From an optimization exercise on the open Yosys and OpenROAD flow, aimed at small area; shortcuts taken in it are not production practice.
Function was checked by simulation only, so behaviour that the tests miss may differ from the original.
Power is estimated from default activity; no workload was simulated.

## tundra
Design smdec_chip, start of the top module:
module smdec_chip (
    input  wire        clk,
    input  wire        rst,           
    input  wire        cfg_valid,     
    input  wire        cfg_variant,   
    input  wire        cfg_legal,     
    input  wire        chip_valid,
    input  wire        chip,
    output reg         ev_valid,
    output wire [31:0] ev_time,
    output wire [3:0]  ev_unit,
    output wire        ev_on,
    output wire        ev_green,
    output wire        ev_left,
    output wire        ev_right,
    output wire        ev_running,
    output wire        ev_unknown,
    output reg  [7:0]  ev_header
);
make LEC_CHECK=0 CAP_MARGIN=20 CORE_MARGIN=2 CORE_UTILIZATION=75 CTS_BUF_LIST=sky130_fd_sc_hd__clkbuf_8 PLACE_DENSITY=0.85 SLEW_MARGIN=20 finish   # period 36.0 ns
run.sh (not shown) runs the stock make flow with config.mk's settings and CLKGATE_MAP_FILE= SYNTH_SCRIPT=/design/flow/synth_recipe.tcl, a recipe that flattens the netlist after the stock synthesis.
Having completed the whole flow, tundra delivered a layout that passed the timing, DRC and antenna checks.
#### Input delta (xenon over tundra)
- CORE_UTILIZATION now 40, was 75
- CTS_BUF_LIST no longer set, was sky130_fd_sc_hd__clkbuf_8
- PLACE_DENSITY now 0.6, was 0.85
Floorplan die area: xenon vs tundra up 9300 µm²
Measured against each other, tundra and xenon differ in area growth from synthesis to layout, the lower figure coming from tundra.
Of tundra and xenon, the run reporting the lower sequential fraction of total cell area was xenon.
Compared with tundra, peak supply drop in xenon decreased by more than a quarter.
Global-route usage on xenon is down relative to tundra.
Summary: total power, xenon worse than tundra
Min core utilization of the finished layout across tundra and xenon: xenon
xenon gives more leakage component of the power than tundra did.
Re wire length the detailed router placed on met1: tundra was lower than xenon.
Looking at reported net switching power, xenon sits 5.7% higher than tundra does.

* * *

job 8590:
Another version of the RTL of smdec_chip (not shown whole).
Size: ~58 I/O pins, about 5700 sq um of cells after synthesis.
// smdec_chip
module smdec_chip (
    input  wire        clk,
    input  wire        rst,           
    input  wire        cfg_valid,     
    input  wire        cfg_variant,   
    input  wire        cfg_legal,     
    input  wire        chip_valid,
    input  wire        chip,
    output reg         ev_valid,
    output wire [31:0] ev_time,
    output wire [3:0]  ev_unit,
    output wire        ev_on,
    output wire        ev_green,
    output wire        ev_left,
    output wire        ev_right,
    output wire        ev_running,
    output wire        ev_unknown,
    output reg  [7:0]  ev_header
);
clock: 36.0 ns
lec_check: 0
abc_area: 1
cap_margin: 20
core_margin: 2
core_utilization: 75
cts_buf_list: sky130_fd_sc_hd__clkbuf_4 sky130_fd_sc_hd__clkbuf_8
cts_cluster_size: 25
place_density: 0.85
slew_margin: 20
standard.sh (not shown) runs the stock make flow with config.mk's settings and CLKGATE_MAP_FILE= SYNTH_SCRIPT=/design/flow/synth_recipe.tcl, a recipe that flattens the netlist after the stock synthesis.
==> flow/flow/run.sh <==
#!/bin/bash
# Layout flow: the standard synthesis (unchanged, registers and their
# cells kept), then an area-oriented ABC re-mapping of the combinational logic
# between those registers, then the standard layout steps from floorplan on.
# Each tool's output goes to a log file of its own in this folder.
set -euo pipefail
R="$PWD/orfs/results/$FLOW_PLATFORM/smdec_chip/base"
YOSYS="${YOSYS_EXE:-$FLOW_HOME/../tools/install/yosys/bin/yosys}"
command -v "$YOSYS" >/dev/null 2>&1 || YOSYS=yosys

bash standard.sh synth > synth.log 2>&1
cp "$R/1_2_yosys.v" std_1_2_yosys.v

LIB="$FLOW_HOME/platforms/$FLOW_PLATFORM/lib/sky130_fd_sc_hd__tt_025C_1v80.lib" \
IN="$PWD/std_1_2_yosys.v" OUT="$PWD/reabc_1_2_yosys.v" ABC_SCRIPT="$PWD/flow/area.abc" \
    "$YOSYS" -c flow/reabc.tcl > reabc.log 2>&1

cp reabc_1_2_yosys.v "$R/1_2_yosys.v"
rm -f "$R/1_synth.odb"
bash standard.sh > layout.log 2>&1
==> flow/flow/reabc.tcl <==
# Re-map the combinational logic of the standard synthesis netlist for area.
# Registers (and tie cells) are kept as they are: same instances, names and cells.
set lib $::env(LIB)
yosys read_liberty -ignore_miss_func $lib
yosys blackbox sky130_fd_sc_hd__dfxtp_1 sky130_fd_sc_hd__edfxtp_1 sky130_fd_sc_hd__conb_1
yosys read_verilog $::env(IN)
yosys hierarchy -top smdec_chip
yosys stat -liberty $lib
yosys flatten
yosys opt_clean
yosys techmap
yosys opt -fast
yosys abc -liberty $lib -dont_use sky130_fd_sc_hd__lpflow_bleeder_1 -dont_use sky130_fd_sc_hd__lpflow_clkbufkapwr_1 -dont_use sky130_fd_sc_hd__lpflow_clkbufkapwr_16 -dont_use sky130_fd_sc_hd__lpflow_clkbufkapwr_2 -dont_use sky130_fd_sc_hd__lpflow_clkbufkapwr_4 -dont_use sky130_fd_sc_hd__lpflow_clkbufkapwr_8 -dont_use sky130_fd_sc_hd__lpflow_clkinvkapwr_1 -dont_use sky130_fd_sc_hd__lpflow_clkinvkapwr_16 -dont_use sky130_fd_sc_hd__lpflow_clkinvkapwr_2 -dont_use sky130_fd_sc_hd__lpflow_clkinvkapwr_4 -dont_use sky130_fd_sc_hd__lpflow_clkinvkapwr_8 -dont_use sky130_fd_sc_hd__lpflow_decapkapwr_12 -dont_use sky130_fd_sc_hd__lpflow_decapkapwr_3 -dont_use sky130_fd_sc_hd__lpflow_decapkapwr_4 -dont_use sky130_fd_sc_hd__lpflow_decapkapwr_6 -dont_use sky130_fd_sc_hd__lpflow_decapkapwr_8 -dont_use sky130_fd_sc_hd__lpflow_inputiso0n_1 -dont_use sky130_fd_sc_hd__lpflow_inputiso0p_1 -dont_use sky130_fd_sc_hd__lpflow_inputiso1n_1 -dont_use sky130_fd_sc_hd__lpflow_inputiso1p_1 -dont_use sky130_fd_sc_hd__lpflow_inputisolatch_1 -dont_use sky130_fd_sc_hd__lpflow_isobufsrc_1 -dont_use sky130_fd_sc_hd__lpflow_isobufsrc_16 -dont_use sky130_fd_sc_hd__lpflow_isobufsrc_2 -dont_use sky130_fd_sc_hd__lpflow_isobufsrc_4 -dont_use sky130_fd_sc_hd__lpflow_isobufsrc_8 -dont_use sky130_fd_sc_hd__lpflow_isobufsrckapwr_16 -dont_use sky130_fd_sc_hd__lpflow_lsbuf_lh_hl_isowell_tap_1 -dont_use sky130_fd_sc_hd__lpflow_lsbuf_lh_hl_isowell_tap_2 -dont_use sky130_fd_sc_hd__lpflow_lsbuf_lh_hl_isowell_tap_4 -dont_use sky130_fd_sc_hd__lpflow_lsbuf_lh_isowell_4 -dont_use sky130_fd_sc_hd__lpflow_lsbuf_lh_isowell_tap_1 -dont_use sky130_fd_sc_hd__lpflow_lsbuf_lh_isowell_tap_2 -dont_use sky130_fd_sc_hd__lpflow_lsbuf_lh_isowell_tap_4 -dont_use sky130_fd_sc_hd__probe_p_8 -dont_use sky130_fd_sc_hd__probec_p_8  -script $::env(ABC_SCRIPT)
yosys opt_clean -purge
yosys splitnets
yosys opt_clean -purge
yosys hilomap -singleton -hicell sky130_fd_sc_hd__conb_1 HI -locell sky130_fd_sc_hd__conb_1 LO
yosys insbuf -buf sky130_fd_sc_hd__buf_4 A X
yosys opt_clean -purge
yosys rename -enumerate
yosys hierarchy -top smdec_chip
yosys check
yosys stat -liberty $lib
yosys write_verilog -noattr -noexpr -nohex -nodec $::env(OUT)
Other scripts of this flow, unchanged in this note and not shown: flow/flow/area.abc
Inputs modified between job 8590 and job 4229:
==> flow/config.mk <==
export PLATFORM = sky130hd
export DESIGN_NAME = smdec_chip
export DESIGN_NICKNAME = smdec_chip
export VERILOG_FILES = /design/flow/design.v
export SDC_FILE = /design/flow/constraint.sdc
export NUM_CORES = 4
export LEC_CHECK = 0
export ABC_AREA = 1
export CAP_MARGIN = 20
export CELL_PAD_IN_SITES_DETAIL_PLACEMENT = 0
export CELL_PAD_IN_SITES_GLOBAL_PLACEMENT = 0
export CORE_MARGIN = 2
export CORE_UTILIZATION = 85
export CTS_BUF_LIST = sky130_fd_sc_hd__clkbuf_8
export PLACE_DENSITY = 0.9
export SLEW_MARGIN = 20
Findings:
- Stage in which a tool error killed job 4229: global placement without I/O (3_1_place_gp_skip_io).
- Going from job 8590 to job 4229, mean instance size in the synthesized netlist now sits at about the same level; horizontal die dimension now sits lower.
- Reported for job 4229 and job 8590, synthesized instance count turned out identical to the last digit.
- Job 4229 vs. job 8590: initial cell density of the core picked up an extra 11 points; number of cell rows fell 2; area after synthesis essentially unchanged.
- Job 4229: height of the die 5.3 um below job 8590
What job 8531 does differently from job 4229 at the input level:
==> flow/flow/run.sh <==
#!/bin/bash
# Layout flow: the standard synthesis (unchanged, registers and their
# cells kept), then an area-oriented ABC re-mapping of the combinational logic
# between those registers (a few random seeds of ABC's &deepsyn, the smallest
# result kept), then the standard layout steps from floorplan on.
# Each tool's output goes to a log file of its own in this folder.
set -euo pipefail
R="$PWD/orfs/results/$FLOW_PLATFORM/smdec_chip/base"
YOSYS="${YOSYS_EXE:-$FLOW_HOME/../tools/install/yosys/bin/yosys}"
command -v "$YOSYS" >/dev/null 2>&1 || YOSYS=yosys
LIB="$FLOW_HOME/platforms/$FLOW_PLATFORM/lib/sky130_fd_sc_hd__tt_025C_1v80.lib"

bash standard.sh synth > synth.log 2>&1
cp "$R/1_2_yosys.v" std_1_2_yosys.v

best=""; best_area=""
for seed in 0 1 2 3; do
    sed "s/&deepsyn -T 30/\&deepsyn -T 30 -S $seed/" flow/area.abc > "area_s$seed.abc"
    LIB="$LIB" IN="$PWD/std_1_2_yosys.v" OUT="$PWD/reabc_s$seed.v" ABC_SCRIPT="$PWD/area_s$seed.abc" \
        timeout 900 "$YOSYS" -c flow/reabc.tcl > "reabc_s$seed.log" 2>&1 &
done
wait || true
for seed in 0 1 2 3; do
    [[ -s "reabc_s$seed.v" ]] || continue
    a=$(grep "Chip area for module" "reabc_s$seed.log" | tail -1 | awk '{print $NF}')
    [[ -n "$a" ]] || continue
    if [[ -z "$best_area" ]] || awk -v a="$a" -v b="$best_area" 'BEGIN{exit !(a<b)}'; then
        best="reabc_s$seed.v"; best_area="$a"
    fi
done
echo "kept $best ($best_area)" > reabc_choice.log
if [[ -n "$best" ]]; then
    cp "$best" "$R/1_2_yosys.v"
    rm -f "$R/1_synth.odb"
fi
bash standard.sh > layout.log 2>&1
diff --git a/flow/config.mk b/flow/config.mk
--- a/flow/config.mk
+++ b/flow/config.mk
@@ -8,9 +8,7 @@
 export ABC_AREA = 1
 export CAP_MARGIN = 20
-export CELL_PAD_IN_SITES_DETAIL_PLACEMENT = 0
-export CELL_PAD_IN_SITES_GLOBAL_PLACEMENT = 0
 export CORE_MARGIN = 2
-export CORE_UTILIZATION = 85
+export CORE_UTILIZATION = 75
 export CTS_BUF_LIST = sky130_fd_sc_hd__clkbuf_8
-export PLACE_DENSITY = 0.9
+export PLACE_DENSITY = 0.85
 export SLEW_MARGIN = 20
Findings:
Job 8531: done, clean on timing, DRC and antenna
As far as cell area after synthesis goes, job 8531 and job 4229 are indistinguishable; the numbers are identical.
Re average size of a mapped cell: no difference whatsoever between job 4229 and job 8531.
Delta (job 8531 minus job 4229): instance count of the mapped netlist held; die height higher; effective utilization at floorplan lower.
Compared with job 4229, in job 8531 row count moved up, horizontal extent of the die moved up.
What job 8626 does differently from job 8531 at the input level:
==> flow/flow/run.sh <==
#!/bin/bash
# Layout flow: the standard synthesis (unchanged, registers and their
# cells kept), then an area-oriented ABC re-mapping of the combinational logic
# between those registers, then the standard layout steps from floorplan on.
# Each tool's output goes to a log file of its own in this folder.
set -euo pipefail
R="$PWD/orfs/results/$FLOW_PLATFORM/smdec_chip/base"
YOSYS="${YOSYS_EXE:-$FLOW_HOME/../tools/install/yosys/bin/yosys}"
command -v "$YOSYS" >/dev/null 2>&1 || YOSYS=yosys

bash standard.sh synth > synth.log 2>&1
cp "$R/1_2_yosys.v" std_1_2_yosys.v

LIB="$FLOW_HOME/platforms/$FLOW_PLATFORM/lib/sky130_fd_sc_hd__tt_025C_1v80.lib" \
IN="$PWD/std_1_2_yosys.v" OUT="$PWD/reabc_1_2_yosys.v" ABC_SCRIPT="$PWD/flow/area.abc" \
    "$YOSYS" -c flow/reabc.tcl > reabc.log 2>&1

cp reabc_1_2_yosys.v "$R/1_2_yosys.v"
rm -f "$R/1_synth.odb"
bash standard.sh > layout.log 2>&1
==> comparison <==
Job 8626 -> job 8531: TritonCTS buffer count delta 0, exact match. Reported for job 8531 and job 8626, smallest setup slack after layout turned out identical to the last digit. Comparing job 8626 against job 8531, there is no change at all in clock-buffer cell count.

separate check: timing with driven ports:
The results above use ideal ports. As a check the final layouts listed here were re-extracted and re-timed, cells and wires unchanged.
Step 1 sets driving cells, clkbuf_16 on the clock port and buf_2 on the other inputs (assumed; they add their load-dependent delay and slew).
Step 2 moves the port delays by t, midway between the first and last clock arrival at a register: inputs arrive t later, outputs are due t later. That takes back most of the time a late clock gives input paths.
Slacks: no drivers / after step 1 / after step 2; pairs: no drivers / after step 1.
| run | shift t [ns] | setup WS [ns] | pins driven straight from the clock port |
|---|---|---|---|
| tundra | 0.440 | 24.260 / 24.271 / 23.832 | 1 |
| xenon | 0.400 | 24.356 / 24.375 / 23.975 | 1 |
| job 8590 | 0.412 | 20.406 / 20.415 / 20.003 | 1 |
| job 8531 | 0.412 | 20.406 / 20.415 / 20.003 | 1 |
| job 8626 | 0.412 | 20.406 / 20.415 / 20.003 | 1 |
After both steps every run listed still meets setup and hold. The setup slack of tundra, which loses most, moves by +0.011 ns with the drivers and by -0.428 ns with both steps.
